Source: an optimization exercise on an open RTL-to-GDS flow (aim: small area, a short achievable clock period and few clock cycles). Production flows keep margins and buffers that such runs may drop.
RTL that was checked went through simulation tests only; none was proved equivalent to the original.
The RTL of runs 1 to 5 was laid out without a check of its function.
Power and IR drop assume default switching activity.

==> design/flow/flow/run.sh <==
#!/bin/bash
# Standard layout, but let the resizer change a cell's footprint (so it can
# upsize gates and port buffers) and buffer the ports with buf_2.
set -euo pipefail
bash standard.sh MATCH_CELL_FOOTPRINT=0 'BUFFER_PORTS_ARGS=-buffer_cell sky130_fd_sc_hd__buf_2' finish > make_finish.log 2>&1
==> design/flow/standard.sh <==
#!/bin/bash
# synth_recipe.tcl (not shown) runs the flow's synth.tcl, then flattens the netlist and writes it again
# the make line also repeats each setting of config.mk as NAME=value (left out here)
make -C /OpenROAD-flow-scripts/flow DESIGN_CONFIG=/design/flow/config.mk WORK_HOME=/design/flow/orfs CLKGATE_MAP_FILE= SYNTH_SCRIPT=/design/flow/synth_recipe.tcl "${@:-finish}"
==> design/flow/config.mk <==
export PLATFORM = sky130hd
export DESIGN_NAME = upe_link
export DESIGN_NICKNAME = upe_link
export VERILOG_FILES = /design/flow/design.v
export SDC_FILE = /design/flow/constraint.sdc
export NUM_CORES = 4
export LEC_CHECK = 0
export ABC_AREA = 1
export ABC_CLOCK_PERIOD_IN_PS = 2000
export CAP_MARGIN = 20
export CORE_MARGIN = 2
export CORE_UTILIZATION = 55
export CTS_BUF_LIST = sky130_fd_sc_hd__clkbuf_8
export SETUP_SLACK_MARGIN = 2.0
export SLEW_MARGIN = 20
==> design/flow/constraint.sdc <==
create_clock -name core_clock -period 4.0 [get_ports {clk}]
set_input_delay 0.8000 -clock core_clock [delete_from_list [all_inputs] [get_ports {clk}]]
set_output_delay 0.8000 -clock core_clock [all_outputs]
set_load 0.01 [all_outputs]
==> design/flow/design.v <==
module upe_link (
    input  wire        clk,
    input  wire        rst,
    input  wire        strict,
    input  wire        rx_valid,
    input  wire [7:0]  rx_data,
    output wire        rx_ready,
    output reg         ro_valid,
    input  wire        ro_ready,
    output reg  [1:0]  ro_kind,
    output reg  [7:0]  ro_data,
    output wire [15:0] ro_crc_calc,
    output wire [15:0] ro_crc_recv,
    input  wire        ti_valid,
    input  wire [7:0]  ti_data,
    output wire        ti_ready,
    output reg         to_valid,
    input  wire        to_ready,
    output reg  [7:0]  to_data
);
    localparam [1:0] K_BYTE  = 2'd0;
    localparam [1:0] K_FRAME = 2'd1;
    localparam [1:0] K_DROP  = 2'd2;
    localparam [15:0] KEY_B0 = 16'h7760;
    localparam [15:0] KEY_B1 = 16'h3019;
    localparam [15:0] KEY_B2 = 16'h065F;
    localparam [15:0] KEY_B3 = 16'h4052;
    localparam [15:0] KEY_B4 = 16'h1625;
    localparam [15:0] KEY_B5 = 16'h431A;
    localparam [15:0] KEY_B6 = 16'h4C8A;
    localparam [15:0] KEY_B7 = 16'hC428;
    function [7:0] key;
        input [3:0] i;
        begin
            key = {KEY_B7[i], KEY_B6[i], KEY_B5[i], KEY_B4[i],
                   KEY_B3[i], KEY_B2[i], KEY_B1[i], KEY_B0[i]};
        end
    endfunction
    function [15:0] dec16;
        input [15:0] c;
        integer k;
        begin
            dec16[0] = ~c[0];
            for (k = 1; k < 16; k = k + 1)
                dec16[k] = c[k] ^ ~|(c & ((16'd1 << k) - 16'd1));
        end
    endfunction
    function [15:0] crc_update;
        input [7:0]  b;
        input [15:0] crc;
        integer k;
        reg [15:0] c;
        begin
            c = crc ^ {b, 8'h00};
            for (k = 0; k < 8; k = k + 1)
                c = c[15] ? ((c << 1) ^ 16'h1021) : (c << 1);
            crc_update = c;
        end
    endfunction
    localparam [3:0] S_IDLE    = 4'd0;
    localparam [3:0] S_SYNC2   = 4'd1;
    localparam [3:0] S_LENLO   = 4'd2;
    localparam [3:0] S_LENHI   = 4'd3;
    localparam [3:0] S_PAYLOAD = 4'd4;
    localparam [3:0] S_CKLO    = 4'd5;
    localparam [3:0] S_CKHI    = 4'd6;
    localparam [3:0] S_FOOT1   = 4'd7;
    localparam [3:0] S_FOOT2   = 4'd8;
    reg [3:0]  stage;
    reg [15:0] rcnt;
    reg [3:0]  rkidx;
    reg        rshort;
    reg        rl0s;         
    reg [15:0] crc_calc;
    reg        ro_new;       
    assign rx_ready    = ro_ready;
    assign ro_crc_calc = crc_calc;
    assign ro_crc_recv = rcnt;
    wire       rx_take  = rx_valid && rx_ready;
    wire [7:0]  rkey     = key(rkidx);
    wire [7:0]  rx_plain = rx_data ^ rkey;
    wire [15:0] crc_next = crc_update(ro_data, crc_calc);
    wire [15:0] rcnt_dec = dec16(rcnt);
    wire        crc_ok   = (crc_calc == rcnt);
    reg        rp;
    reg [1:0]  rp_kind;
    reg [7:0]  rp_data;
    always @(*) begin
        rp      = 1'b0;
        rp_kind = K_BYTE;
        rp_data = rx_plain;
        case (stage)
            S_PAYLOAD: rp = 1'b1;
            S_FOOT1: begin
                rp      = (rx_data != 8'hDC);
                rp_kind = K_DROP;
                rp_data = 8'd0;
            end
            S_FOOT2: begin
                rp = 1'b1;
                if (rx_data != 8'hBA) begin
                    rp_kind = K_DROP;
                    rp_data = 8'd0;
                end else if (rshort) begin
                    rp_kind = K_DROP;
                    rp_data = 8'd1;
                end else if (strict && !crc_ok) begin
                    rp_kind = K_DROP;
                    rp_data = 8'd2;
                end else begin
                    rp_kind = K_FRAME;
                    rp_data = {7'd0, crc_ok};
                end
            end
            default: ;
        endcase
    end
    always @(posedge clk) begin
        if (rx_ready) begin
            ro_kind <= rp_kind;
            ro_data <= rp_data;
        end
        if (ro_new)
            crc_calc <= crc_next;
        if (rx_take) begin
            case (stage)
                S_LENLO: begin
                    rcnt[7:0] <= rx_data;
                    rl0s      <= (rx_data[7:1] == 7'd0);
                end
                S_LENHI: begin
                    rcnt[15:8] <= rx_data;
                    rkidx      <= 4'd0;
                    crc_calc   <= 16'd0;
                    rshort     <= (rx_data == 8'd0) && rl0s;
                end
                S_PAYLOAD: begin
                    rcnt  <= rcnt_dec;
                    rkidx <= rkidx + 4'd1;
                end
                S_CKLO: begin
                    rcnt[7:0] <= rx_plain;
                    rkidx     <= rkidx + 4'd1;
                end
                S_CKHI: rcnt[15:8] <= rx_plain;
                default: ;
            endcase
        end
        if (rst) begin
            stage    <= S_IDLE;
            ro_valid <= 1'b0;
            ro_new   <= 1'b0;
        end else begin
            if (rx_ready)
                ro_valid <= rx_valid && rp;
            ro_new <= rx_take && stage == S_PAYLOAD;
            if (rx_take) begin
                case (stage)
                    S_IDLE:    if (rx_data == 8'hAB) stage <= S_SYNC2;
                    S_SYNC2:   stage <= (rx_data == 8'hCD) ? S_LENLO : S_IDLE;
                    S_LENLO:   stage <= S_LENHI;
                    S_LENHI:   stage <= (rx_data == 8'd0 && rl0s && !rcnt[0]) ?
                                        S_CKLO : S_PAYLOAD;
                    S_PAYLOAD: if (rcnt == 16'd1) stage <= S_CKLO;
                    S_CKLO:    stage <= S_CKHI;
                    S_CKHI:    stage <= S_FOOT1;
                    S_FOOT1:   stage <= (rx_data == 8'hDC) ? S_FOOT2 : S_IDLE;
                    default:   stage <= S_IDLE;
                endcase
            end
        end
    end
    localparam [3:0] T_AB   = 4'b0000;
    localparam [3:0] T_CD   = 4'b0001;
    localparam [3:0] T_L0   = 4'b0010;
    localparam [3:0] T_L1   = 4'b0011;
    localparam [3:0] T_PAY  = 4'b1000;
    localparam [3:0] T_K0   = 4'b0100;
    localparam [3:0] T_K1   = 4'b0101;
    localparam [3:0] T_DC   = 4'b0110;
    localparam [3:0] T_BA   = 4'b0111;
    localparam [1:0] I_L0   = 2'b00;    
    localparam [1:0] I_L1   = 2'b01;    
    localparam [1:0] I_PAY  = 2'b10;    
    localparam [1:0] I_HOLD = 2'b11;    
    reg [3:0]  tstate;
    reg [1:0]  tin;
    reg [15:0] tcnt;
    reg [3:0]  tkidx;
    reg [15:0] tcrc;
    reg        tl0z;         
    reg        tfirst;       
    wire out_free = to_ready;
    assign ti_ready = !tin[1] || (tstate[3] && to_ready);
    wire tx_take  = ti_valid && ti_ready;
    wire pay_take = ti_valid && tstate[3] && out_free;
    wire [7:0]  tkey      = key(tkidx);
    wire [15:0] tcrc_cur  = tfirst ? 16'd0 : tcrc;
    wire [15:0] tcrc_next = crc_update(ti_data, tcrc_cur);
    wire [15:0] tcnt_dec  = dec16(tcnt);
    reg       tg;
    reg [7:0] tg_data;
    always @(*) begin
        tg      = 1'b1;
        tg_data = 8'hAB;
        case (tstate)
            T_AB: begin
                tg      = (tin != I_L0) || ti_valid;
                tg_data = 8'hAB;
            end
            T_CD:  tg_data = 8'hCD;
            T_L0: begin
                tg      = tin[1];
                tg_data = tcnt[7:0];
            end
            T_L1: begin
                tg      = tin[1];
                tg_data = tcnt[15:8];
            end
            T_PAY: begin
                tg      = ti_valid;
                tg_data = ti_data ^ tkey;
            end
            T_K0:  tg_data = tcrc_cur[7:0] ^ tkey;
            T_K1:  tg_data = tcrc_cur[15:8] ^ tkey;
            T_DC:  tg_data = 8'hDC;
            default: tg_data = 8'hBA;
        endcase
    end
    reg [3:0] tstate_n;
    reg [1:0] tin_n;
    always @(*) begin
        tin_n    = tin;
        tstate_n = tstate;
        if (tx_take && tin == I_L0)
            tin_n = I_L1;
        if (tx_take && tin == I_L1)
            tin_n = (ti_data == 8'd0 && tl0z) ? I_HOLD : I_PAY;
        if (out_free && tg) begin
            case (tstate)
                T_AB: tstate_n = T_CD;
                T_CD: tstate_n = T_L0;
                T_L0: tstate_n = T_L1;
                T_L1: begin
                    if (tin == I_HOLD) begin
                        tin_n    = I_L0;
                        tstate_n = T_K0;
                    end else begin
                        tstate_n = T_PAY;
                    end
                end
                T_PAY: begin
                    if (tcnt == 16'd1) begin
                        tin_n    = I_L0;
                        tstate_n = T_K0;
                    end
                end
                T_K0: tstate_n = T_K1;
                T_K1: tstate_n = T_DC;
                T_DC: tstate_n = T_BA;
                default: tstate_n = T_AB;
            endcase
        end
    end
    wire to_valid_n = out_free ? tg : to_valid;
    always @(posedge clk) begin
        if (out_free)
            to_data <= tg_data;
        if (tx_take && tin == I_L0) begin
            tcnt[7:0] <= ti_data;
            tl0z      <= (ti_data == 8'd0);
        end
        if (tx_take && tin == I_L1)
            tcnt[15:8] <= ti_data;
        if (out_free && tg && tstate == T_L1) begin
            tkidx  <= 4'd0;
            tfirst <= 1'b1;
        end
        if (pay_take) begin
            tcrc   <= tcrc_next;
            tfirst <= 1'b0;
            tcnt   <= tcnt_dec;
            tkidx  <= tkidx + 4'd1;
        end
        if (out_free && tstate == T_K0)
            tkidx <= tkidx + 4'd1;
        if (rst) begin
            tstate   <= T_AB;
            tin      <= I_L0;
            to_valid <= 1'b0;
        end else begin
            tstate   <= tstate_n;
            tin      <= tin_n;
            to_valid <= to_valid_n;
        end
    end
endmodule
==> notes.md, run 1 <==
- Status: no timing/DRC/antenna violations
- Initial antenna violation count: 0
- Crit-path slowest cell: buf_2
- Most frequent cells in the layout: nand2_1 (294), inv_1 (127), nor2_1 (90), edfxtp_1 (77), buf_2 (74)
- Slew @ Worst Pin: ~830 ps
- CTS Root Cell: clkbuf_8
- Number of remaining DRC errors: 0
- Post-synthesis async set-or-reset flop share: 0
- CP required: 3200 ps
- EDFF count, synth: between 70 and 80
- HP Class: flop to flop
- Initial DRC count: 577
- CP cell instances: buf_12 > clkinvlp_4 > o21ai_2 > buf_2
- Max Clk Rate: 483 MHz
- YS warnings: 1
- Final Max Slew Viols: 0
- CP startpoint kind: primary input
- Avg Synthesized Cell Area: approximately 7.3 um^2
- Final WL: ~20 mm
- Top_reg_cell synth: edfxtp_1
- Layout cells sized above 1: 0.197
- Final setup viols: 0
- Kind of critical path: primary input to output pin
- Commonest non-fill, non-tap cell in the layout: nand2_1
- First-pass GRT wire length: 30.8 mm
- CP arrival: 1270 ps
- Crit. End Element: output pin
- Vias/cell: 5.30
- DP Wirelength: ~15 mm
- Number of buffers created by CTS: 9
- Register area share after synthesis: 0.408
- Leakage: around 4.0 nW
- Port bufs: 76
- Worst vdd rail ir drop: 338 uV
- Antenna Cells: 0
- Tot Pwr: ~3.5 mW
- Clock skew: 13.3 ps
- Number of library cell types mapped by synthesis: 48
- Via count: 6697
- Max Cap Viol: 0
- Clk sinks: 107
- Max Buffers Root-to-Sink: 2
- Worst relative slew slack: 0.444
- Reg clk slew, reported paths: 100 ps
- Largest net degree at the start of global routing: 29
- Syn Nets: just over 1000
- Std-Cell Core Area: 12600 um^2
- Die area: 13900 um^2
- Period minus WS final: 2070 ps
- R2r setup slk: 1970 ps
- DR WL/cell: 15.8 um
- Die Wd: 118 um
- Synthesis-to-finish area growth: 18.6%
- CTS tree: done
- FF+latch count, synth: ~110
- Crit path max fanout: 4
- Initial Utilization: 0.565
- RePlAce Congestion: between 0.8 and 0.9
- # rows: 41
- Worst skew pair latency: 400 ps
- First-pass DRT Iterations: 5
- Gr ovfl total: 0
- Final nets: ~1100
- Number of global-route vias before repair: about 6000
- H-tree depth: 3
- Gate Count Post-Synth: approximately 1000
- Setup TNS: 0 ps
- Hold WS: around 480 ps
- Die height: approximately 120 um
- Cell Pwr Density: 418 nW/um^2
- Remaining antenna violation count: 0
- Max incr delay on CP: 140 ps
- RSZ-0062 raised after global routing: true
- Total track usage: 0.281
- Final Hold Fails: 0
- Tcrit/Tclk final: 0.518
- Ports: 77
- Synthesized cell area: slightly above 7000 um^2
flip-flops by register name, indices dropped and copies added, names as in the netlist:
signal,cells
rcnt,16
rshort,1
stage,4
ro_new,1
tstate,4
ro_valid,1
tfirst,1
ro_data,8
tl0z,1
tkidx,4
ro_kind,2
tcrc,16
to_data,8
to_valid,1
rl0s,1
tcnt,16
tin,2
crc_calc,16
rkidx,4
kinds of logic (layout without fill, tap and decap cells):
group,count (synthesis),count (layout),share of synthesized area
compound gates,114,114,0.0927
simple gates,532,532,0.319
xor+xnor,49,49,0.0623
flops,107,107,0.408
fa+ha+maj,20,20,0.0351
buf+inv,152,269,0.0821
synth_stat cells, drive strengths merged, types with 2 or more instances:
master | instances | share of area
nand2 | 312 | 0.17
inv | 138 | 0.073
nor2 | 100 | 0.056
edfxtp | 77 | 0.32
nand3 | 76 | 0.055
o21ai | 56 | 0.039
a21oi | 30 | 0.022
dfxtp | 30 | 0.084
xor2 | 28 | 0.035
xnor2 | 21 | 0.027
ha | 20 | 0.035
nor3 | 18 | 0.018
nand4 | 11 | 0.0097
or2 | 10 | 0.0088
buf | 9 | 0.0068
o211ai | 9 | 0.011
a211oi | 5 | 0.0053
clkbuf | 4 | 0.0021
o221ai | 4 | 0.0049
a32oi | 2 | 0.0025
nand3b | 2 | 0.0021
nor4 | 2 | 0.0018
o22ai | 2 | 0.0018
cell type report:
class / count / area, um^2
repair buffers: 114 / 737
fillers: 1144 / 4160
clock inverters: 7 / 85.1
inverters: 139 / 528
multi-input cells: 715 / 3850
clock buffers: 9 / 124
well taps: 172 / 215
flip-flops and latches: 107 / 2910
path summary, 6_finish.rpt:
path              startpoint  cells after the start       end
setup / recovery    to_ready                      4  ti_ready
hold / removal      ro_valid                      2  ro_valid
setup reg to reg     tcnt[1]                     11  tcnt[15]
hold reg to reg     ro_valid                      2  ro_valid
metrics by stage:
stage,std cells,utilization,area (um^2),setup WS (ps)
2_1_floorplan,974,-,7130,2010
5_1_grt,1263,0.670,8460,1830
4_1_cts,1233,0.634,8000,1780
6_report,1263,0.670,8460,1930
3_3_place_gp,1210,0.609,7680,1230
3_5_place_dp,1210,0.609,7680,1170
critical path: cells and delay by family:
kind	cells	cell delay, ps
buffers and inverters	3	340
AO/OA/AOI/OAI	1	130
layer usage:
metal | track usage | wire length [um]
met3 | 0.0402 | 959
met1 | 0.347 | 8170
met5 | 0 | 0
met2 | 0.487 | 10200
met4 | 0.127 | 613
power breakdown:
group          total (mW)  internal [mW]  switching, mW  leakage, nW
sequential           1.53           1.41          0.126        0.963
combinational        1.26          0.461          0.799         2.90
clock               0.743          0.349          0.394        0.116
total                3.54           2.22           1.32         3.98
repair_timing:
action | 4_1_cts | 5_1_grt
gates cloned | 0 | 1
hold buffers | 0 | 0
buffers inserted | 7 | 29
pin swaps | 2 | 22
setup endpoints to repair | 73 | 46
gates resized for setup | 18 | 62
==> run 2, diff against run 1 <==
--- a/design/flow/config.mk
+++ b/design/flow/config.mk
@@ -5,7 +5,6 @@
 export SDC_FILE = /design/flow/constraint.sdc
 export NUM_CORES = 4
 export LEC_CHECK = 0
-export ABC_AREA = 1
 export ABC_CLOCK_PERIOD_IN_PS = 2000
 export CAP_MARGIN = 20
 export CORE_MARGIN = 2
==> run 2 against run 1 <==
  * Still clean
  * Clock power decreased by 12%
  * Critical path depth increased by 3
  * Die area increased by 1.4%
  * Non-clock buffer count increased by 19
  * Clock-buffer cell count unchanged
  * Combinational power increased by 13%
  * Worst setup slack got worse by 100 ps
  * Synthesized area increased by 1.5%
  * Synthesized cell count decreased by 25%
  * Maximum frequency decreased by 4.6%
  * Global-route usage increased by 0.91 points
  * Critical endpoint is now rcnt[15]
  * Largest power group unchanged
  * Highest routed layer unchanged
==> notes.md, run 2 <==
- Commonest non-fill, non-tap cell in the layout: edfxtp_1
- YS warnings: 1
- Worst skew pair latency: roughly 380 ps
- Synth top area cells: edfxtp_1 (32%), xnor2_1 (8.8%), dfxtp_1 (8.3%)
- Max Cap Viol: 0
- RSZ-0062 raised after global routing: true
- Hold Path Depth: 2
- Crit path max fanout: 7
- Max incr delay on CP: 470 ps
- Worst relative slew slack: 0.389
- Gr ovfl total: 0
- CP required: 4210 ps
- Die Wd: 119 um
- Max Buffers Root-to-Sink: 2
- Worst reg2reg path depth: 7
- Port bufs: 76
- Sw Share: 0.386
- Gate power share: 0.382
- # rows: 41
- Post-synthesis async set-or-reset flop share: 0
- DP Wirelength: 14.8 mm
- CP top delay family: simple AND/OR/NAND/NOR gates
- Period minus WS final: 2170 ps
- Top-area cell type share of the netlist area: 0.320
- Leakage: 3.17 nW
- Total track usage: 0.290
- Hold buffers post-CTS: 0
- Setup TNS: 0 ps
- RePlAce Congestion: 0.922
- Number of remaining DRC errors: 0
- Synthesized cell area: just over 7000 um^2
- Largest net degree at the start of global routing: 35
- Final WL: 21.0 mm
- Remaining antenna violation count: 0
- Kind of critical path: flop to flop
- Reg-to-reg startpoint: rcnt[1]
- Status: no timing/DRC/antenna violations
- DR WL/cell: 20.9 um
- Hold WS: 509 ps
- Final setup viols: 0
- Vias/cell: 6.24
- CP arrival: 2380 ps
- FF+latch count, synth: between 100 and 150
- Slew @ Worst Pin: 915 ps
- FF-to-FF End: rcnt[15]
- CP Depth: 7
- R2r setup slk: 1830 ps
- Avg Synthesized Cell Area: 9.94 um^2
- Flop pwr share: 0.443
- Hold Crit Start: ro_valid
- Initial antenna violation count: 0
- Tot Pwr: around 3.7 mW
- EDFF count, synth: 77
- Std-Cell Core Area: about 13000 um^2
- Clock skew: 18.7 ps
- CTS tree: done
- Most frequent cells in the layout: edfxtp_1 (77), buf_2 (73), xnor2_1 (66), nor2_1 (62), buf_4 (47)
- Final Hold Fails: 0
- Cell Pwr Density: 427 nW/um^2
- Top-count cell post-synth: edfxtp_1
- CP startpoint kind: flop
- Top_reg_cell synth: edfxtp_1
- Die area: 14100 um^2
- Antenna Cells: 0
- Critical path buffer and inverter count: 2
- Crit. End Element: flop
- Clk sinks: 107
- Number of buffers created by CTS: 9
- Tcrit/Tclk final: 0.543
- Gate Count Post-Synth: roughly 730
- Register area share after synthesis: 0.403
- Clock power share: 0.175
- Crit-path slowest cell: or3b_4
- First-pass DRT Iterations: 5
- Initial Utilization: 0.569
- Die height: 119 um
- CP cell instances: inv_2 > ha_4 > or3b_4 > inv_4 > nand4_4 > or3_4 > a311oi_2
- Layout cells sized above 1: 0.290
- Initial DRC count: 811
- Hold path endpoint: ro_valid
- Post-synth top cells: edfxtp_1 (77), xnor2_1 (73), nor2_1 (63), nand2_1 (34), dfxtp_1 (30)
- Via count: roughly 6300
- Synthesis-to-finish area growth: 21.0%
- Net load switching power: 1.44 mW
- CTS Root Cell: clkbuf_8
- Worst vdd rail ir drop: 231 uV
- H-tree depth: 3
- Cell taking the most area after synthesis: edfxtp_1
- Syn Nets: 771
- HP Class: flop to flop
- Final nets: approximately 870
- Reg clk slew, reported paths: 110 ps
- P_int: 2.29 mW
- First-pass GRT wire length: 31.8 mm
- Final Max Slew Viols: 0
- Ports: 77
- Number of global-route vias before repair: 5559
- Max Clk Rate: 461 MHz
- Number of library cell types mapped by synthesis: 83
==> run 2: cells by family (layout without fill, tap and decap cells) <==
kind of cell | Yosys count | after routing | synth area share
AND/OR/NAND/NOR | 263 | 263 | 0.218
AO/OA/AOI/OAI | 151 | 151 | 0.144
flip-flops | 107 | 107 | 0.403
XOR/XNOR | 94 | 94 | 0.114
buffers and inverters | 68 | 174 | 0.0406
multiplexers | 25 | 25 | 0.0474
adder cells (fa/ha/maj) | 20 | 20 | 0.0346
==> run 2: worst register-to-register path: stages (launching register included) <==
cell and delay, ps:
edfxtp_1 430, inv_2 110, ha_4 130, or3b_4 470, inv_4 110, nand4_4 80, or3_4 390, a311oi_2 270
==> run 2: area by class of cell <==
class                           instances  area (um^2)
Multi-Input combinational cell        553         4430
Fill cell                            1056         3970
Sequential cell                       107         2940
Timing Repair Buffer                  133          896
Tap cell                              172          215
Clock buffer                            9          124
Inverter                               25         96.3
Clock inverter                          7         55.1
==> run 2: power by group through the flow <==
| stage | clock network (mW) | logic, mW | registers, mW |
|---|---|---|---|
| floorplan | 0 | 0.938 | 1.61 |
| finish | 0.654 | 1.43 | 1.65 |
| global placement | 0 | 1.25 | 1.67 |
| detailed placement | 0 | 1.28 | 1.67 |
| global route | 0.699 | 1.55 | 1.67 |
| CTS | 0.660 | 1.36 | 1.64 |
==> run 2: how the worst max path moves through the flow <==
stage | slack, ps | endpoint | from
2_1_floorplan | 1910 | rcnt[15] | rcnt[0]
5_1_grt | 1790 | rcnt[15] | rcnt[1]
3_3_place_gp | 1370 | tkidx[0] | ti_valid
4_1_cts | 1880 | rcnt[15] | rcnt[1]
6_report | 1830 | rcnt[15] | rcnt[1]
3_5_place_dp | 1310 | tkidx[0] | ti_valid
==> run 2: per-layer routing <==
layer,vias to the layer above,GRT usage,part of all wire
met5,-,0,0
met4,0,0.0796,0.016
met3,33,0.0458,0.087
met2,314,0.399,0.43
met1,3016,0.466,0.47
li1,2911,-,-
==> run 2: per-stage QoR <==
step                area, um^2  utilization  setup slack, ps  std cells
CTS                       8400        0.660             1880        988
floorplan                 7300            -             1910        728
global placement          7720        0.607             1370        938
detailed placement        7720        0.607             1310        938
finish                    8750        0.688             1830       1006
global route              8750        0.688             1790       1006
==> run 2: what timing repair did <==
| item | CTS | global route |
|---|---|---|
| endpoints found under the setup margin | 131 | 66 |
| pin swaps | 13 | 15 |
| resized for setup | 53 | 40 |
| setup buffers | 34 | 18 |
| endpoints found under the hold margin | 0 | 0 |
==> run 3, diff against run 2 <==
--- a/design/flow/config.mk
+++ b/design/flow/config.mk
@@ -5,10 +5,11 @@
 export SDC_FILE = /design/flow/constraint.sdc
 export NUM_CORES = 4
 export LEC_CHECK = 0
+export ABC_AREA = 1
 export ABC_CLOCK_PERIOD_IN_PS = 2000
 export CAP_MARGIN = 20
 export CORE_MARGIN = 2
 export CORE_UTILIZATION = 55
 export CTS_BUF_LIST = sky130_fd_sc_hd__clkbuf_8
-export SETUP_SLACK_MARGIN = 2.0
+export SETUP_SLACK_MARGIN = 2.1
 export SLEW_MARGIN = 20
==> run 3 against run 2 <==
  * Still clean on timing, DRC and antenna
  * Wire length fell by 3.4%
  * Register-to-register slack improved by 270 ps
  * Synthesized cell count rose by 34%
  * Highest routed layer unchanged
==> notes.md, run 3 <==
- Remaining antenna violation count: 0
- Clk sinks: 107
- Worst relative slew slack: 0.427
- Max incr delay on CP: 140 ps
- Final nets: 1146
- Initial antenna violation count: 0
- Number of remaining DRC errors: 0
- Worst skew pair latency: 390 ps
- Post-synth top cells: nand2_1 (307), inv_1 (132), nor2_1 (94), edfxtp_1 (77), nand3_1 (74)
- Die height: 118 um
- Crit path max fanout: 4
- Final Max Slew Viols: 0
- Final Hold Fails: 0
- Synth Area in Compound Gates: 0.0926
- Avg Synthesized Cell Area: 7.32 um^2
- Reg clk slew, reported paths: 90 ps
- Gr ovfl total: 0
- First-pass DRT Iterations: 5
- Synth top area cells: edfxtp_1 (32%), nand2_1 (16%), dfxtp_1 (8.4%)
- Vias/cell: 5.30
- Synthesized cell area: 7130 um^2
- DR WL/cell: 15.9 um
- Max Buffers Root-to-Sink: 2
- CP top delay family: buffers and inverters
- CTS Root Cell: clkbuf_8
- Largest net degree at the start of global routing: 29
- Period minus WS final: 1970 ps
- Max Clk Rate: about 510 MHz
- Top-count cell post-synth: nand2_1
- Total track usage: 0.287
- Largest family of logic cells by synthesized area: simple AND/OR/NAND/NOR gates
- CP cell instances: buf_12 > inv_8 > o21ai_2 > buf_2
- Syn Nets: 1017
- Gate Count Post-Synth: 974
- Top_reg_cell synth: edfxtp_1
- RePlAce Congestion: roughly 0.90
- Number of library cell types mapped by synthesis: 48
- Post-layout util: 0.684
- DP Wirelength: ~15 mm
- Number of buffers created by CTS: 9
- Clock skew: around 14 ps
- CP arrival: about 1200 ps
- Number of global-route vias before repair: 6252
- Crit-path slowest cell: buf_2
- RSZ-0062 raised after global routing: true
- Post-synthesis async set-or-reset flop share: 0
- Max Cap Viol: 0
- Top-area cell type share of the netlist area: 0.324
- Cell taking the most area after synthesis: edfxtp_1
- # rows: just over 40
- Port bufs: 76
- EDFF count, synth: 77
- Final WL: 20.3 mm
- First-pass GRT wire length: 31.6 mm
- Post-Synth XOR/XNOR Area: 0.0623
- Via count: 6788
- Final setup viols: 0
- Slew @ Worst Pin: between 800 and 900 ps
- Cell Pwr Density: ~420 nW/um^2
- Std-Cell Core Area: ~13000 um^2
- HP Class: flop to flop
- Initial DRC count: 580
- Post-synthesis simple-gate area fraction: 0.319
- Setup TNS: 0 ps
- Tcrit/Tclk final: 0.493
- Die Wd: 118 um
- Synth Area in Adders: 0.0351
- Most frequent cells in the layout: nand2_1 (298), inv_1 (123), nor2_1 (90), edfxtp_1 (77), buf_2 (71)
- Register area share after synthesis: 0.408
- Status: no timing/DRC/antenna violations
- Commonest non-fill, non-tap cell in the layout: nand2_1
- CP required: 3200 ps
- YS warnings: 1
- FF+latch count, synth: 107
- Leakage: 4.04 nW
- Mux share of post-synthesis cell area: 0
- Kind of critical path: primary input to output pin
- CTS tree: done
- Synthesis-to-finish area growth: 21.0%
- Die area: 13900 um^2
- H-tree depth: 3
- Worst vdd rail ir drop: 287 uV
- Initial Utilization: 0.565
- Ports: 77
- Critical path buffer and inverter count: 3
- Antenna Cells: 0
- Crit. End Element: output pin
- Layout cells sized above 1: 0.215
- CP startpoint kind: primary input
-- run 3: changes by cell type in the layout (fill, tap and decap cells not counted), sizes merged, moves of 10 or more --
cell    change
o21ai      +28
nand2     +278
xnor2      -52
nand3      +64
nor2       +36
nor4       -12
or4        -10
nand2b     -17
inv       +110
nor3b      -10
nor2b      -23
mux2i      -14
-- run 3: through the flow --
stage               cell area [um^2]  worst slack, ps  hold WS (ps)  total power, mW  cells
finish                          8630             2030           490             3.60   1280
global route                    8630             2000           510             3.81   1280
CTS                             8250             2020           498             3.53   1254
detailed placement              7710             1180           481             2.75   1211
global placement                7710             1210           476             2.74   1211
floorplan                       7160             2110           448             2.40    974
-- run 3: cell type report --
type,count,area (um^2)
Clock buffer,9,124
Sequential cell,107,2920
Fill cell,1142,3990
Clock inverter,7,87.6
Timing Repair Buffer,130,880
Inverter,139,529
Multi-Input combinational cell,716,3880
Tap cell,172,215
-- run 3: repair_timing --
item                                    CTS  global route
endpoints found under the setup margin  100            71
pin swaps                                 9            22
gates resized for setup                  35            53
hold buffers                              0             0
setup buffers                            26            25
cloned                                    1             1
hold endpoints to repair                  0             0
-- run 3: where the power goes --
part	leakage, nW	switching, mW	internal, mW
sequential	0.964	0.119	1.41
clock	0.113	0.385	0.348
combinational	2.96	0.841	0.496
total	4.04	1.35	2.25
-- run 3: routing by layer --
layer | up-vias | GRT usage | wire [um]
met5 | - | 0 | 0
li1 | 3408 | - | -
met1 | 3108 | 0.345 | 8150
met4 | 0 | 0.117 | 728
met3 | 47 | 0.0426 | 1110
met2 | 225 | 0.514 | 10300
-- run 3: worst reg2reg max path, delay by kind of cell, from the launching register on --
kind | cells | cell delay, ps
fa+ha+maj | 1 | 130
simple gates | 8 | 770
flops | 1 | 460
buf+inv | 3 | 300
-- run 3: cell families (layout without fill, tap and decap cells) --
kind of cell	count (synthesis)	in the layout
and+or+nand+nor	532	533
buffers and inverters	152	285
AOI/OAI and AO/OA	114	114
DFF	107	107
xor gates and xnor gates	49	49
adders and majority gates	20	20
-- run 3: final timing paths --
check                           startpoint  endpoint  slack (ps)  cells after the start
worst min register to register    ro_valid  ro_valid         490                      2
worst max-delay path              to_ready  ti_ready        2030                      4
worst max register to register     rcnt[0]  rcnt[11]        2100                     12
worst min-delay path              ro_valid  ro_valid         490                      2
==> run 4, diff against run 3 <==
--- a/design/flow/config.mk
+++ b/design/flow/config.mk
@@ -11,5 +11,6 @@
 export CORE_MARGIN = 2
 export CORE_UTILIZATION = 55
 export CTS_BUF_LIST = sky130_fd_sc_hd__clkbuf_8
-export SETUP_SLACK_MARGIN = 2.1
+export PLACE_DENSITY = 0.75
+export SETUP_SLACK_MARGIN = 2.0
 export SLEW_MARGIN = 20
==> run 4 against run 3 <==
  * Clock power down 7.5%
  * Still clean on timing, DRC and antenna
  * Clock skew increased by 1.5 ps
  * Sequential cell count unchanged
==> notes.md, run 4 <==
- Cell Pwr Density: ~420 nW/um^2
- Number of buffers created by CTS: 9
- Gr ovfl total: 0
- Synth Area in Adders: 0.0351
- Net load switching power: around 1.3 mW
- Avg Synthesized Cell Area: 7.32 um^2
- Worst skew pair latency: 400 ps
- Most frequent cells in the layout: nand2_1 (304), inv_1 (126), nor2_1 (91), edfxtp_1 (77), buf_2 (74)
- Antenna Cells: 0
- H-tree depth: 3
- Worst reg2reg path depth: 10
- RSZ-0062 raised after global routing: true
- Worst vdd rail ir drop: 362 uV
- YS warnings: 1
- Sw Share: 0.380
- CTS Root Cell: clkbuf_8
- First-pass DRT Iterations: 5
- Status: no timing/DRC/antenna violations
- Period minus WS final: 2180 ps
- Initial antenna violation count: 0
- Largest family of logic cells by synthesized area: simple AND/OR/NAND/NOR gates
- Reg-to-reg startpoint: rcnt[0]
- CP cell instances: buf_6 > clkinvlp_4 > o21ai_1 > buf_2
- Number of global-route vias before repair: about 6000
- RePlAce Congestion: between 0.9 and 1
- Port bufs: 76
- Multi-input logic area: approximately 3700 um^2
- Sequential Area: 2920 um^2
- Post-Synth XOR/XNOR Area: 0.0623
- Crit path max fanout: 14
- DP Wirelength: 14.8 mm
- Max incr delay on CP: 160 ps
- Std-Cell Core Area: 12600 um^2
- Via count: about 7000
- Top-count cell post-synth: nand2_1
- Max Clk Rate: 460 MHz
- Synthesis-to-finish area growth: 16.4%
- Final nets: 1129
- FF+latch count, synth: 107
- Hold buffers post-CTS: 0
- Initial DRC count: ~780
- Reg clk slew, reported paths: 90 ps
- DR WL/cell: approximately 16 um
- Vias/cell: roughly 5.4
- Synth top area cells: edfxtp_1 (32%), nand2_1 (16%), dfxtp_1 (8.4%)
- Final WL: a little under 20 mm
- Max Buffers Root-to-Sink: 2
- Post-synthesis async set-or-reset flop share: 0
- Tcrit/Tclk final: 0.544
- Mux share of post-synthesis cell area: 0
- Tot Pwr: ~3.5 mW
- CP startpoint kind: primary input
- Top-area cell type share of the netlist area: 0.324
- Number of remaining DRC errors: 0
- Register area share after synthesis: 0.408
- Number of library cell types mapped by synthesis: 48
- Post-synth top cells: nand2_1 (307), inv_1 (132), nor2_1 (94), edfxtp_1 (77), nand3_1 (74)
- Gate power share: 0.368
- Top_reg_cell synth: edfxtp_1
- CTS tree: done
- Die height: ~120 um
- Die Wd: 118 um
- Layout cells sized above 1: 0.175
- Syn Nets: 1017
- Leakage: 3.92 nW
- Crit. End Element: output pin
- R2r setup slk: just over 2000 ps
- Flop pwr share: 0.438
- HP Class: flop to flop
- Synthesized cell area: 7130 um^2
- Final Hold Fails: 0
- Total track usage: 0.283
- Setup TNS: 0 ps
- Hold Crit Start: to_valid
- Gate Count Post-Synth: 974
- Kind of critical path: primary input to output pin
- Crit-path slowest cell: buf_6
- Clock power share: 0.193
- Final setup viols: 0
- Clock skew: between 15 and 20 ps
- Initial Utilization: 0.565
- # rows: 41
- P_int: 2.18 mW
- FF-to-FF End: rcnt[9]
- Die area: 13900 um^2
- Synth Area in Compound Gates: 0.0926
- CP arrival: 1380 ps
- Slew @ Worst Pin: 852 ps
- Hold Path Depth: 2
- Worst relative slew slack: 0.431
- Final Max Slew Viols: 0
- Fillers: between 1000 and 1500
- CP required: 3200 ps
- Hold path endpoint: to_valid
- Commonest non-fill, non-tap cell in the layout: nand2_1
- Post-synthesis simple-gate area fraction: 0.319
- Cell taking the most area after synthesis: edfxtp_1
- First-pass GRT wire length: slightly above 30 mm
- Remaining antenna violation count: 0
- Largest net degree at the start of global routing: 29
- Max Cap Viol: 0
- Ports: 77
- Clk sinks: 107
- EDFF count, synth: 77
-- run 4: power groups by stage --
stage	Sequential (mW)	Clock [mW]	Combinational, mW
6_report	1.54	0.678	1.29
5_1_grt	1.55	0.721	1.43
4_1_cts	1.53	0.685	1.23
3_5_place_dp	1.55	0	1.21
3_3_place_gp	1.55	0	1.18
2_1_floorplan	1.54	0	0.853
-- run 4: how the worst max path moves through the flow --
| stage | startpoint | to | slack [ps] | cells past startpoint |
|---|---|---|---|---|
| 6_report | to_ready | ti_ready | 1820 | 4 |
| 5_1_grt | to_ready | ti_ready | 1800 | 4 |
| 2_1_floorplan | rcnt[0] | rcnt[9] | 2010 | 11 |
| 4_1_cts | to_ready | ti_ready | 1830 | 4 |
| 3_5_place_dp | to_ready | tkidx[1] | 1210 | 8 |
| 3_3_place_gp | to_ready | tkidx[2] | 1270 | 8 |
-- run 4: routing by layer --
metal	global-route usage	routed length (um)	share of wire
met1	0.392	8640	0.44
met2	0.435	8990	0.45
met3	0.0581	1580	0.080
met4	0.115	585	0.030
met5	0	0	0
-- run 4: logic make-up after synthesis --
group | count (synthesis)
simple gates | 532
compound gates | 114
fa+ha+maj | 20
buf+inv | 152
xor+xnor | 49
flops | 107
-- run 4: critical path: cells and delay by family --
kind                   cells  cell delay [ps]
AOI/OAI and AO/OA          1              150
buffers and inverters      3              430
-- run 4: what timing repair did --
action,in CTS,in global routing
cloned,1,0
resized for setup,22,25
setup endpoints to repair,75,58
pin swaps,3,10
setup buffers,11,25
-- run 4: final cells by class --
cell class                 count  share of cell area
multi-input combinational    715               0.449
sequential                   107               0.351
clock inverter                 6             0.00678
tap                          172              0.0259
inverter                     139              0.0636
timing repair buffer         114              0.0868
clock buffer                  10              0.0166
-- run 4: per-stage QoR --
stage / setup WS (ps) / utilization / instance area [um^2] / hold slack [ps] / std cells
after floorplan: 2010 / - / 7130 / 448 / 974
after global placement: 1270 / 0.609 / 7680 / 473 / 1210
after detailed placement: 1210 / 0.609 / 7680 / 486 / 1210
after CTS: 1830 / 0.637 / 8030 / 501 / 1238
after global routing: 1800 / 0.658 / 8300 / 525 / 1263
final: 1820 / 0.658 / 8300 / 503 / 1263
==> run 5, diff against run 4 <==
--- a/design/flow/config.mk
+++ b/design/flow/config.mk
@@ -9,8 +9,8 @@
 export ABC_CLOCK_PERIOD_IN_PS = 2000
 export CAP_MARGIN = 20
 export CORE_MARGIN = 2
-export CORE_UTILIZATION = 55
+export CORE_UTILIZATION = 45
 export CTS_BUF_LIST = sky130_fd_sc_hd__clkbuf_8
-export PLACE_DENSITY = 0.75
+export PLACE_DENSITY = 0.85
 export SETUP_SLACK_MARGIN = 2.0
 export SLEW_MARGIN = 20
==> run 5 against run 4 <==
  * Maximum frequency is 6.5% higher
  * Final cell count rose by 3.2%
  * Synthesized area unchanged
  * Clock-buffer cell count down 1
  * Critical path depth rose by 8
  * Still clean on timing, DRC and antenna
  * Largest cell class unchanged
==> notes.md, run 5 <==
- Total track usage: 0.223
- RePlAce Congestion: around 0.94
- Crit. End Element: flop
- Number of library cell types mapped by synthesis: 48
- Register area share after synthesis: 0.408
- Initial antenna violation count: 0
- Gate power share: 0.371
- Gate Count Post-Synth: 974
- Synthesized cell area: 7130 um^2
- Cell taking the most area after synthesis: edfxtp_1
- Final Max Slew Viols: 0
- Remaining antenna violation count: 0
- Cell Pwr Density: 419 nW/um^2
- Ports: 77
- Clock skew: 14.5 ps
- Top-count cell post-synth: nand2_1
- Finished Cell Area: 8390 um^2
- Placement Cell Area: 7730 um^2
- HP Class: flop to flop
- Tcrit/Tclk final: 0.511
- Layout cells sized above 1: 0.183
- Met1 Usage GRT: 0.278
- Status: no timing/DRC/antenna violations
- Die height: 130 um
- Flop pwr share: 0.435
- Post-synthesis async set-or-reset flop share: 0
- First-pass GRT wire length: 29.6 mm
- P_int: 2.16 mW
- Number of global-route vias before repair: between 6000 and 7000
- Std-Cell Core Area: 15700 um^2
- Syn Nets: 1017
- Dpl ws: 1210 ps
- CP required: slightly above 4000 ps
- Leakage: 3.89 nW
- Initial DRC count: 601
- FF+latch count, synth: 107
- Setup TNS: 0 ps
- Slew @ Worst Pin: 792 ps
- Die area: 16900 um^2
- Top-area cell type share of the netlist area: 0.324
- # rows: 46
- Worst skew pair latency: 390 ps
- CP startpoint kind: flop
- Tot Pwr: about 3.5 mW
- Final setup viols: 0
- GR Layer Usage met2: 0.380
- Die Wd: 130 um
- First-pass DRT Iterations: 5
- Reg clk slew, reported paths: ~100 ps
- Kind of critical path: flop to flop
- CTS Root Cell: clkbuf_8
- Number of remaining DRC errors: 0
- Max Cap Viol: 0
- Clock power share: 0.194
- Gr ovfl total: 0
- Port bufs: 76
- Worst setup margin: slightly below 2000 ps
- Period minus WS final: 2040 ps
- Fillers: 1456
- Grt met3 use: 0.0439
- Vias/cell: between 5 and 6
- Post-layout util: 0.534
- Via count: 6893
- Post-synth top cells: nand2_1 (307), inv_1 (132), nor2_1 (94), edfxtp_1 (77), nand3_1 (74)
- Final nets: 1126
- Number of buffers created by CTS: 9
- CP arrival: 2190 ps
- CTS tree: done
- Clk sinks: ~110
- DR WL/cell: ~15 um
- DP Wirelength: 14.1 mm
- Synthesis-to-finish area growth: 17.7%
- Max Clk Rate: between 400 and 500 MHz
- Busiest grt layer: met2
- Net load switching power: 1.35 mW
- Final WL: just under 20 mm
- Antenna Cells: 0
- Sw Share: 0.384
- Crit path max fanout: 4
- Worst relative slew slack: 0.471
- Most frequent cells in the layout: nand2_1 (300), inv_1 (124), nor2_1 (92), edfxtp_1 (77), buf_2 (74)
- Commonest non-fill, non-tap cell in the layout: nand2_1
- Initial Utilization: 0.454
- Synth top area cells: edfxtp_1 (32%), nand2_1 (16%), dfxtp_1 (8.4%)
- EDFF count, synth: slightly below 80
- Top_reg_cell synth: edfxtp_1
- YS warnings: 1
- Final Hold Fails: 0
- RSZ-0062 raised after global routing: true
- H-tree depth: 3
- Max Buffers Root-to-Sink: 2
- Avg Synthesized Cell Area: 7.32 um^2
- Hold buffers post-CTS: 0
- Worst vdd rail ir drop: 361 uV
- Largest net degree at the start of global routing: 29
-- run 5: through the flow --
| step | instances | hold slack [ps] |
|---|---|---|
| global placement | 1254 | 469 |
| detailed placement | 1254 | 474 |
| CTS | 1278 | 490 |
| global route | 1304 | 510 |
| finish | 1304 | 485 |
| floorplan | 974 | 448 |
-- run 5: critical path, stage by stage (launching register included) --
cell	delay (ps)
edfxtp_1	440
inv_2	110
ha_4	150
inv_4	40
nor3_4	230
nand3_2	170
nor2_4	220
buf_6	130
nand2_2	40
nand2_2	70
nand2_2	70
nand2_1	60
nand3_1	70
-- run 5: worst paths after layout --
check	startpoint	to	slack, ps	depth (start not counted)
hold / removal	stage[2]	stage[2]	490	2
hold reg to reg	stage[2]	stage[2]	490	2
setup reg to reg	rcnt[0]	rcnt[10]	1960	12
setup / recovery	rcnt[0]	rcnt[10]	1960	12
-- run 5: what timing repair did --
| item | CTS | global route |
|---|---|---|
| setup endpoints to repair | 68 | 52 |
| pin swaps | 2 | 26 |
| gates cloned | 1 | 0 |
| resized for setup | 19 | 48 |
| buffers inserted | 7 | 26 |
-- run 5: cell type report --
class | instances | area (um^2) | share of cell area
Clock inverter | 7 | 68.8 | 0.00820
Inverter | 139 | 529 | 0.0631
Multi-Input combinational cell | 716 | 3810 | 0.454
Timing Repair Buffer | 110 | 672 | 0.0801
Sequential cell | 107 | 2920 | 0.348
Tap cell | 216 | 270 | 0.0322
Clock buffer | 9 | 124 | 0.0148
-- run 5: kinds of logic (layout without fill, tap and decap cells) --
family	count (synthesis)	count (layout)	share of synthesized area
AO/OA/AOI/OAI	114	114	0.0927
AND/OR/NAND/NOR	532	533	0.319
flip-flops	107	107	0.408
XOR/XNOR	49	49	0.0623
buffers and inverters	152	265	0.0821
adder cells (fa/ha/maj)	20	20	0.0351
-- run 5: power groups by stage --
| stage | clock [mW] | sequential, mW | combinational, mW |
|---|---|---|---|
| after CTS | 0.689 | 1.53 | 1.22 |
| after floorplan | 0 | 1.54 | 0.853 |
| after global placement | 0 | 1.55 | 1.16 |
| after global routing | 0.730 | 1.54 | 1.44 |
| after detailed placement | 0 | 1.55 | 1.19 |
| final | 0.682 | 1.53 | 1.30 |
-- run 5: per-layer routing --
layer  up-vias  part of all wire  wire length (um)
li1       3379                 -                 -
met1      3108              0.40              7750
met2       352              0.49              9450
met3        54             0.074              1420
met4         0             0.035               681
met5         -                 0                 0
==> run 6, diff against run 5 <==
--- a/design/flow/design.v
+++ b/design/flow/design.v
@@ -48,13 +48,12 @@
     function [15:0] crc_update;
         input [7:0]  b;
         input [15:0] crc;
-        integer k;
-        reg [15:0] c;
+        reg [7:0] x;
         begin
-            c = crc ^ {b, 8'h00};
-            for (k = 0; k < 8; k = k + 1)
-                c = c[15] ? ((c << 1) ^ 16'h1021) : (c << 1);
-            crc_update = c;
+            x = crc[15:8] ^ b;
+            x = x ^ {4'd0, x[7:4]};
+            crc_update = {crc[7:0], 8'd0} ^ {x[3:0], 12'd0} ^
+                         {3'd0, x, 5'd0} ^ {8'd0, x};
         end
     endfunction
     localparam [3:0] S_IDLE    = 4'd0;
--- a/design/flow/config.mk
+++ b/design/flow/config.mk
@@ -9,8 +9,7 @@
 export ABC_CLOCK_PERIOD_IN_PS = 2000
 export CAP_MARGIN = 20
 export CORE_MARGIN = 2
-export CORE_UTILIZATION = 45
+export CORE_UTILIZATION = 55
 export CTS_BUF_LIST = sky130_fd_sc_hd__clkbuf_8
-export PLACE_DENSITY = 0.85
-export SETUP_SLACK_MARGIN = 2.0
+export SETUP_SLACK_MARGIN = 1.9
 export SLEW_MARGIN = 20
==> run 6 against run 5 <==
  * Still clean on timing, DRC and antenna
  * Sequential power is 3% lower
  * Wire length rose by 3.4%
  * Sequential cell count stayed put
  * Worst setup slack worse by 19 ps
  * Clock power rose by 7.9%
  * Largest power group unchanged
  * Highest routed layer unchanged
==> notes.md, run 6 <==
- Top-area cell type share of the netlist area: 0.321
- R2r setup slk: slightly below 2000 ps
- Slew @ Worst Pin: 912 ps
- FF-to-FF End: tcnt[9]
- Most frequent cells in the layout: nand2_1 (232), nor2_1 (108), inv_1 (98), edfxtp_1 (77)
- Gate Count Post-Synth: 926
- Fillers: 1190
- Final Hold Fails: 0
- Initial DRC count: 762
- Critical path buffer and inverter count: 3
- Max incr delay on CP: 150 ps
- Clk sinks: approximately 110
- Initial antenna violation count: 0
- Gr ovfl total: 0
- Die Wd: approximately 120 um
- Reg clk slew, reported paths: 90 ps
- CP cell instances: buf_12 > inv_4 > o21ai_2 > buf_2
- Post-synthesis async set-or-reset flop share: 0
- CP arrival: 1260 ps
- Synthesis-to-finish area growth: 12.3%
- Initial Utilization: 0.568
- Worst reg2reg path depth: 9
- RePlAce Congestion: just under 1
- Period minus WS final: 2060 ps
- Worst skew pair latency: slightly below 400 ps
- Total track usage: 0.282
- Tcrit/Tclk final: 0.516
- Final WL: 20.0 mm
- YS warnings: 1
- DR WL/cell: 16.9 um
- FF+latch count, synth: 107
- Final nets: around 1000
- Leakage: 3.65 nW
- Crit-path slowest cell: buf_2
- First-pass GRT wire length: 31.2 mm
- Worst relative slew slack: 0.391
- Final setup viols: 0
- Placement Cell Area: 7710 um^2
- CP startpoint kind: primary input
- Die height: around 120 um
- HP Class: flop to flop
- Crit path max fanout: 14
- Post-synth top cells: nand2_1 (232), nor2_1 (111), inv_1 (98), edfxtp_1 (77), nand3_1 (75)
- EDFF count, synth: 77
- Final Max Slew Viols: 0
- Synth top area cells: edfxtp_1 (32%), nand2_1 (12%), dfxtp_1 (8.3%)
- Ports: a little under 80
- Hold path endpoint: ro_valid
- Top_reg_cell synth: edfxtp_1
- Setup TNS: 0 ps
- Synthesized cell area: ~7200 um^2
- Hold WS: 492 ps
- Cell taking the most area after synthesis: edfxtp_1
- Cell Pwr Density: 427 nW/um^2
- Largest net degree at the start of global routing: 31
- Crit. End Element: output pin
- Max Buffers Root-to-Sink: 2
- Reg-to-reg startpoint: tcnt[0]
- Critical Path Source: to_ready
- Register area share after synthesis: 0.405
- # rows: 41
- Number of global-route vias before repair: 6020
- Worst vdd rail ir drop: 337 uV
- Status: no timing/DRC/antenna violations
- DP Wirelength: between 15 and 20 mm
- Finished Cell Area: 8080 um^2
- Finished Layout Cells: roughly 1200
- H-tree depth: 3
- Max Cap Viol: 0
- Max Clk Rate: 485 MHz
- Hold Path Depth: 2
- CTS tree: done
- Port bufs: 76
- Syn Nets: 969
- Placed Cells incl. Taps: 1159
- CTS Root Cell: clkbuf_8
- CP top delay family: buffers and inverters
- RSZ-0062 raised after global routing: false
- Layout cells sized above 1: 0.178
- Std-Cell Core Area: around 13000 um^2
- Vias/cell: 5.56
- Die area: 14000 um^2
- Post-layout util: 0.638
- Top-count cell post-synth: nand2_1
- Commonest non-fill, non-tap cell in the layout: nand2_1
- Avg Synthesized Cell Area: 7.77 um^2
- Number of buffers created by CTS: 9
- CP required: 3200 ps
- Kind of critical path: primary input to output pin
- Antenna Cells: 0
- Via count: 6573
- Hold Crit Start: ro_valid
- Hold buffers post-CTS: 0
- Number of library cell types mapped by synthesis: 47
- Clock skew: 8.61 ps
- First-pass DRT Iterations: 6
- Number of remaining DRC errors: 0
- Remaining antenna violation count: 0
==> run 6: changes by cell type after synthesis, sizes merged, moves of 7 or more <==
| cell | previous run | this run |
|---|---|---|
| inv | 138 | 116 |
| a21oi | 30 | 23 |
| nor2 | 100 | 120 |
| xor2 | 28 | 47 |
| nand2 | 312 | 241 |
==> run 6: cells by family after synthesis <==
group | count (synthesis) | share of synthesized area
and+or+nand+nor | 485 | 0.301
buffers and inverters | 134 | 0.0732
AOI/OAI and AO/OA | 109 | 0.0877
DFF | 107 | 0.405
xor gates and xnor gates | 71 | 0.0985
adders and majority gates | 20 | 0.0348
==> run 6: through the flow <==
stage,setup slack (ps),total power [mW]
2_1_floorplan,1980,2.34
3_3_place_gp,1180,2.67
3_5_place_dp,1100,2.69
4_1_cts,1900,3.43
5_1_grt,1890,3.63
6_report,1940,3.45
==> run 6: layout make-up <==
type	instances	area, um^2	area share
clock buffers	9	124	0.0153
clock inverters	7	90.1	0.0112
inverters	118	445	0.0551
multi-input cells	685	3820	0.473
flip-flops and latches	107	2910	0.361
well taps	172	215	0.0266
repair buffers	85	467	0.0578
==> run 6: power breakdown <==
| part | switching [mW] | internal [mW] | leakage [nW] |
|---|---|---|---|
| clock | 0.383 | 0.353 | 0.116 |
| sequential | 0.106 | 1.37 | 0.964 |
| combinational | 0.816 | 0.419 | 2.57 |
| total | 1.31 | 2.14 | 3.65 |
==> run 6: worst max path at each step <==
stage	to	slack [ps]	cells after the start
after floorplan	tcnt[0]	1980	4
after global placement	tcnt[14]	1180	6
after detailed placement	tcnt[7]	1100	6
after CTS	ti_ready	1900	4
after global routing	tcnt[11]	1890	12
final	ti_ready	1940	4
==> run 6: layer usage <==
layer	track usage	vias up	wire, um
met2	0.417	329	8550
met3	0.0652	33	1870
met5	0	-	0
met4	0.0663	0	347
li1	-	3185	-
met1	0.420	3026	9200
==> run 6: worst min-delay path, stage by stage, from the launching register on <==
cell      delay, ps
dfxtp_1         330
nand3b_1         80
nand2_1          50
==> run 6: timing repair <==
item / CTS / global route
endpoints found under the hold margin: 0 / 0
gates resized for setup: 16 / 13
buffers inserted: 1 / 6
cloned: 0 / 1
setup endpoints to repair: 41 / 30
pin swaps: 0 / 1
Testbench counts of run 6, summed over its fixed seeds: cycles 28,518.
==> run 7, diff against run 6 <==
--- a/design/flow/config.mk
+++ b/design/flow/config.mk
@@ -11,5 +11,5 @@
 export CORE_MARGIN = 2
 export CORE_UTILIZATION = 55
 export CTS_BUF_LIST = sky130_fd_sc_hd__clkbuf_8
-export SETUP_SLACK_MARGIN = 1.9
+export SETUP_SLACK_MARGIN = 2.0
 export SLEW_MARGIN = 20
==> run 7 against run 6 <==
  * Clock-buffer cell count stayed put
  * Wire length rose by 1.9%
  * Via count is 0.78% higher
  * Non-clock buffer count up 11
  * Worst setup slack improved by 79 ps
  * Final area is 1.1% higher
  * Clock skew grew 1.7 ps
  * Critical path type unchanged
  * Largest power group unchanged
  * Register-to-register slack improved by 80 ps
  * Core utilization grew 0.70 points
  * Sequential power about the same
==> notes.md, run 7 <==
- Final Hold Fails: 0
- CP arrival: about 1200 ps
- Port bufs: between 70 and 80
- CP startpoint kind: primary input
- Status: no timing/DRC/antenna violations
- RePlAce Congestion: between 0.9 and 1
- Max Cap Viol: 0
- Number of remaining DRC errors: 0
- CP required: 3200 ps
- Synthesized cell area: 7190 um^2
- Kind of critical path: primary input to output pin
- Top-area cell type share of the netlist area: 0.321
- FF-to-FF End: to_data[1]
- Final Max Slew Viols: 0
- Hold buffers post-CTS: 0
- Post-synthesis async set-or-reset flop share: 0
- DR WL/cell: 17.0 um
- Gate Count Post-Synth: approximately 930
- First-pass DRT Iterations: 6
- Initial DRC count: 814
- Reg clk slew, reported paths: 90 ps
- First-pass GRT wire length: 31.4 mm
- HP Class: flop to flop
- Layout cells sized above 1: 0.191
- Final WL: 20.4 mm
- Slew @ Worst Pin: a little over 900 ps
- Tot Pwr: approximately 3.5 mW
- Final nets: approximately 1100
- FF+latch count, synth: ~110
- Commonest non-fill, non-tap cell in the layout: nand2_1
- Top_reg_cell synth: edfxtp_1
- DP Wirelength: 15.4 mm
- Largest net degree at the start of global routing: 31
- Initial Utilization: 0.568
- Crit. End Element: output pin
- Crit path max fanout: 4
- Most frequent cells in the layout: nand2_1 (232), nor2_1 (108), inv_1 (95), edfxtp_1 (77)
- R2r setup slk: around 2000 ps
- Antenna Cells: 0
- Cell taking the most area after synthesis: edfxtp_1
- Number of global-route vias before repair: 6066
- RSZ-0062 raised after global routing: true
- CP cell instances: buf_12 > inv_4 > o21ai_2 > buf_2
- Synthesis-to-finish area growth: 13.5%
- Remaining antenna violation count: 0
- Fillers: 1186
- Via count: 6624
- Final setup viols: 0
- Die height: around 120 um
- EDFF count, synth: 77
- Finished Cell Area: 8170 um^2
- Vias/cell: 5.55
- Ports: slightly below 80
- Period minus WS final: 1980 ps
- # rows: 41
- Worst reg2reg path depth: 8
- Worst setup margin: just over 2000 ps
- CP Capture Point: ti_ready
- Post-synth top cells: nand2_1 (232), nor2_1 (111), inv_1 (98), edfxtp_1 (77), nand3_1 (75)
- Worst relative slew slack: 0.386
- Total track usage: 0.284
- Clk sinks: 107
- Max Clk Rate: 504 MHz
- H-tree depth: 3
- Dpl ws: 1100 ps
- CTS tree: done
- Crit-path slowest cell: buf_2
- Number of library cell types mapped by synthesis: 47
- Number of buffers created by CTS: 9
- Cell Pwr Density: between 400 and 500 nW/um^2
- Register area share after synthesis: 0.405
- Setup TNS: 0 ps
- YS warnings: 1
- Initial antenna violation count: 0
- Die Wd: ~120 um
- Worst skew pair latency: 390 ps
- Placement Cell Area: 7710 um^2
- Avg Synthesized Cell Area: 7.77 um^2
- Max Buffers Root-to-Sink: 2
- Die area: 14000 um^2
- Gr ovfl total: 0
- Synth top area cells: edfxtp_1 (32%), nand2_1 (12%), dfxtp_1 (8.3%)
- Clock skew: between 10 and 15 ps
- Worst vdd rail ir drop: 340 uV
- Reg-to-reg startpoint: tkidx[0]
- Tcrit/Tclk final: 0.496
- Top-count cell post-synth: nand2_1
- Leakage: 3.71 nW
- Std-Cell Core Area: 12700 um^2
- CTS Root Cell: clkbuf_8
- Critical Path Source: to_ready
- Max incr delay on CP: 150 ps
- Syn Nets: between 900 and 1000
run 7: cell counts after synthesis:
Identical to the previous run, type by type.
run 7: layer usage:
layer	GRT usage	part of all wire
met2	0.422	0.43
met4	0.0663	0.014
met5	0	0
met1	0.421	0.45
met3	0.0652	0.10
run 7: power breakdown:
part           internal (mW)  switching (mW)
clock                  0.353           0.388
sequential              1.37           0.101
combinational          0.434           0.833
total                   2.16            1.32
run 7: repair_timing:
| item | 4_1_cts | 5_1_grt |
|---|---|---|
| cloned | 0 | 1 |
| pin swaps | 1 | 6 |
| setup endpoints to repair | 69 | 27 |
| gates resized for setup | 23 | 15 |
| setup buffers | 6 | 12 |
run 7: metrics by stage:
| stage | utilization | cells | hold slack, ps |
|---|---|---|---|
| finish | 0.645 | 1194 | 492 |
| global route | 0.645 | 1194 | 549 |
| CTS | 0.634 | 1181 | 498 |
| detailed placement | 0.609 | 1159 | 474 |
| global placement | 0.609 | 1159 | 486 |
| floorplan | - | 926 | 472 |
run 7: cell families (layout without fill, tap and decap cells):
| kind of cell | Yosys count | count (layout) | share of synthesized area |
|---|---|---|---|
| compound gates | 109 | 109 | 0.0877 |
| xor+xnor | 71 | 71 | 0.0985 |
| simple gates | 485 | 485 | 0.301 |
| flops | 107 | 107 | 0.405 |
| buf+inv | 134 | 230 | 0.0732 |
| fa+ha+maj | 20 | 20 | 0.0348 |
run 7: area by class of cell:
| cell class | instances | area, um^2 | area share |
|---|---|---|---|
| repair buffers | 96 | 553 | 0.0677 |
| well taps | 172 | 215 | 0.0264 |
| multi-input cells | 685 | 3820 | 0.468 |
| flip-flops and latches | 107 | 2920 | 0.357 |
| clock inverters | 7 | 90.1 | 0.0110 |
| clock buffers | 9 | 124 | 0.0152 |
| inverters | 118 | 445 | 0.0545 |
run 7: critical path: cells and delay by family:
kind	cells	cell delay (ps)
AOI/OAI and AO/OA	1	60
buffers and inverters	3	320
run 7: worst min path at each step:
stage,startpoint,to,cells after the start
after detailed placement,ro_valid,ro_valid,2
after global routing,ro_valid,ro_valid,2
final,ro_valid,ro_valid,2
after global placement,ro_valid,ro_valid,2
after CTS,ro_valid,ro_valid,2
after floorplan,stage[2],stage[2],2
==> run 8, diff against run 7 <==
--- a/design/flow/design.v
+++ b/design/flow/design.v
@@ -188,13 +188,12 @@
     reg [3:0]  tkidx;
     reg [15:0] tcrc;
     reg        tl0z;         
-    reg        tfirst;       
     wire out_free = to_ready;
     assign ti_ready = !tin[1] || (tstate[3] && to_ready);
     wire tx_take  = ti_valid && ti_ready;
     wire pay_take = ti_valid && tstate[3] && out_free;
     wire [7:0]  tkey      = key(tkidx);
-    wire [15:0] tcrc_cur  = tfirst ? 16'd0 : tcrc;
+    wire [15:0] tcrc_cur  = tcrc;
     wire [15:0] tcrc_next = crc_update(ti_data, tcrc_cur);
     wire [15:0] tcnt_dec  = dec16(tcnt);
     reg       tg;
@@ -273,11 +272,10 @@
             tcnt[15:8] <= ti_data;
         if (out_free && tg && tstate == T_L1) begin
             tkidx  <= 4'd0;
-            tfirst <= 1'b1;
+            tcrc   <= 16'd0;
         end
         if (pay_take) begin
             tcrc   <= tcrc_next;
-            tfirst <= 1'b0;
             tcnt   <= tcnt_dec;
             tkidx  <= tkidx + 4'd1;
         end
--- a/design/flow/config.mk
+++ b/design/flow/config.mk
@@ -11,5 +11,6 @@
 export CORE_MARGIN = 2
 export CORE_UTILIZATION = 55
 export CTS_BUF_LIST = sky130_fd_sc_hd__clkbuf_8
+export GPL_TIMING_DRIVEN = 0
 export SETUP_SLACK_MARGIN = 2.0
 export SLEW_MARGIN = 20
==> run 8 against run 7 <==
  * Still clean
  * Final area decreased by 1.1%
  * Non-clock buffer count rose by 16
  * Sequential share of layout area up 0.14 points
  * Critical path depth shrank 1
  * Power fell by 14%
  * Final cell count is 1.1% higher
  * Sequential power is essentially flat
  * Synthesized cell count is 0.32% lower
  * Synthesized area shrank 3.3%
  * Sequential cell count shrank 1
  * Core utilization up 0.34 points
  * Maximum frequency is essentially flat
  * Largest power group unchanged
==> notes.md, run 8 <==
- Status: no timing/DRC/antenna violations
- Crit. End Element: output pin
- Clock skew: 15.4 ps
- Post-synth top cells: nand2_1 (250), inv_1 (112), nor2_1 (107), edfxtp_1 (77), nand3_1 (65)
- Worst relative slew slack: 0.610
- Worst skew pair latency: 380 ps
- Post-synthesis async set-or-reset flop share: 0
- CP Capture Point: rx_ready
- Largest net degree at the start of global routing: 17
- Most frequent cells in the layout: nand2_1 (244), inv_1 (111), nor2_1 (103), buf_2 (81), edfxtp_1 (77)
- Reg-to-reg startpoint: tcnt[0]
- Final nets: 1073
- Crit-path slowest cell: buf_12
- Cell taking the most area after synthesis: edfxtp_1
- Max incr delay on CP: 130 ps
- Port bufs: 76
- FF-to-FF End: tcnt[9]
- Worst setup margin: 2020 ps
- Tcrit/Tclk final: 0.496
- Gr ovfl total: 0
- Final Hold Fails: 0
- Fillers: 1183
- Initial Utilization: 0.558
- Clk sinks: 106
- Kind of critical path: primary input to output pin
- Remaining antenna violation count: 0
- H-tree depth: 3
- Cell Pwr Density: 372 nW/um^2
- Synth top area cells: edfxtp_1 (33%), nand2_1 (13%), dfxtp_1 (8.3%)
- # rows: 41
- Top-area cell type share of the netlist area: 0.332
- Number of library cell types mapped by synthesis: 41
- RSZ-0062 raised after global routing: true
- Flop pwr share: 0.490
- Gate Count Post-Synth: 923
- Top_reg_cell synth: edfxtp_1
- Number of remaining DRC errors: 0
- Hold buffers post-CTS: 0
- Final Max Slew Viols: 0
- Vias/cell: 5.30
- Initial DRC count: about 730
- Worst vdd rail ir drop: 245 uV
- DR WL/cell: 15.2 um
- First-pass DRT Iterations: 5
- HP Class: flop to flop
- Number of global-route vias before repair: 5485
- Register area share after synthesis: 0.416
- DP Wirelength: around 14 mm
- Crit path max fanout: 13
- CP startpoint kind: primary input
- R2r setup slk: 2060 ps
- Slew @ Worst Pin: 583 ps
- Commonest non-fill, non-tap cell in the layout: nand2_1
- Die Wd: 116 um
- Critical Path Source: ro_ready
- Max Clk Rate: slightly above 500 MHz
- Net load switching power: around 1.1 mW
- Number of buffers created by CTS: 9
- Sw Share: 0.359
- Leakage: 3.73 nW
- Reg clk slew, reported paths: approximately 90 ps
- Antenna Cells: 0
- Initial antenna violation count: 0
- Ports: 77
- CP cell instances: buf_12 > buf_4 > buf_2
- CTS tree: done
- Top-count cell post-synth: nand2_1
- Dpl ws: around 1200 ps
- P_int: 1.92 mW
- Gate power share: 0.305
- Avg Synthesized Cell Area: 7.54 um^2
- Final WL: 18.3 mm
- Die height: between 100 and 150 um
- Clock power share: 0.205
- CTS Root Cell: clkbuf_8
- Synthesis-to-finish area growth: 16.1%
- FF+latch count, synth: around 110
- Total track usage: 0.273
- Worst reg2reg path depth: 10
- Period minus WS final: around 2000 ps
- RePlAce Congestion: 0.911
- Syn Nets: 966
- Via count: 6395
- Final setup viols: 0
- Std-Cell Core Area: 12500 um^2
- Layout cells sized above 1: 0.172
- CP required: 3200 ps
- YS warnings: 1
- Max Buffers Root-to-Sink: 2
- Max Cap Viol: 0
- First-pass GRT wire length: 28.2 mm
- EDFF count, synth: 77
- CP arrival: 1180 ps
- Synthesized cell area: 6960 um^2
- Setup TNS: 0 ps
- Die area: about 14000 um^2
[run 8: changes by cell type after synthesis, sizes merged, moves of 6 or more]
| cell | before | now |
|---|---|---|
| a21oi | 23 | 31 |
| nand2 | 241 | 253 |
| nand3 | 79 | 65 |
| nand4 | 11 | 17 |
| nor2 | 120 | 112 |
| xor2 | 47 | 40 |
[run 8: power by group through the flow]
stage	clock [mW]	sequential [mW]	combinational (mW)
2_1_floorplan	0	1.50	0.586
3_3_place_gp	0	1.49	0.870
3_5_place_dp	0	1.49	0.878
4_1_cts	0.621	1.47	0.897
5_1_grt	0.663	1.49	1.04
6_report	0.616	1.47	0.915
[run 8: layer usage]
layer,up-vias,part of all wire,track usage
li1,3236,-,-
met1,2913,0.49,0.434
met2,226,0.42,0.378
met3,20,0.080,0.0493
met4,0,0.012,0.0714
met5,-,0,0
[run 8: worst min-delay path by stage]
| stage | from | slack, ps | cells after the start | to |
|---|---|---|---|---|
| 2_1_floorplan | to_valid | 480 | 2 | to_valid |
| 5_1_grt | ro_valid | 520 | 2 | ro_valid |
| 3_5_place_dp | to_valid | 460 | 2 | to_valid |
| 6_report | to_valid | 470 | 2 | to_valid |
| 4_1_cts | to_valid | 470 | 2 | to_valid |
| 3_3_place_gp | to_valid | 450 | 2 | to_valid |
[run 8: repair_timing]
item / CTS / global route
gates resized for setup: 25 / 33
pin swaps: 2 / 7
setup endpoints to repair: 76 / 63
buffers inserted: 9 / 10
gates cloned: 0 / 1
[run 8: area by class of cell]
type	instances	area, um^2	area share
plain buffers	16	83.8	0.0104
clock buffers	10	138	0.0170
clock inverters	6	33.8	0.00418
inverters	120	453	0.0561
multi-input cells	681	3680	0.456
flip-flops and latches	106	2900	0.359
well taps	172	215	0.0266
repair buffers	96	574	0.0711
[run 8: logic make-up after synthesis]
kind of cell    count (synthesis)  share of synthesized area
fa+ha+maj                      20                     0.0360
xor+xnor                       64                     0.0838
buf+inv                       136                     0.0757
compound gates                117                     0.0951
flops                         106                      0.416
simple gates                  480                      0.294
[run 8: critical path: cells and delay by family]
kind	cells	cell delay [ps]
buffers and inverters	3	380
[run 8: metrics by stage]
step / hold slack [ps] / std cells / total power, mW / util / area, um^2
after floorplan: 481 / 923 / 2.08 / - / 6960
after global placement: 455 / 1171 / 2.36 / 0.606 / 7560
final: 472 / 1207 / 3.00 / 0.648 / 8080
after global routing: 519 / 1207 / 3.19 / 0.648 / 8080
after detailed placement: 459 / 1171 / 2.37 / 0.606 / 7560
after CTS: 474 / 1196 / 2.98 / 0.632 / 7880
Testbench counts of run 8, summed over its fixed seeds: cycles 28,518.

## what the ideal ports hide
No port has a modelled driver above. Below, the same layouts with a new extraction and two added sets of constraints.
Step 1, drivers: a clkbuf_16 drives clk and a buf_2 each remaining input, both assumed.
Step 2, shift: input delay + t, output delay - t, t = (earliest + latest rising clock arrival at the registers) / 2. This alone moves slack from input paths to output paths.
Three values: ideal, step 1, step 2; two values: the first two.
| run | shift t [ns] | setup WS [ns] |
|---|---|---|
| run 1 | 0.427 | 1.930 / 1.870 / 1.674 |
| run 2 | 0.412 | 1.830 / 1.830 / 1.620 |
| run 3 | 0.418 | 2.026 / 1.960 / 1.681 |
| run 4 | 0.430 | 1.824 / 1.786 / 1.653 |
| run 5 | 0.425 | 1.956 / 1.956 / 1.678 |
| run 6 | 0.423 | 1.937 / 1.871 / 1.619 |
| run 7 | 0.427 | 2.016 / 1.949 / 1.697 |
| run 8 | 0.412 | 2.016 / 1.969 / 1.669 |
After both steps every run listed still meets setup and hold.
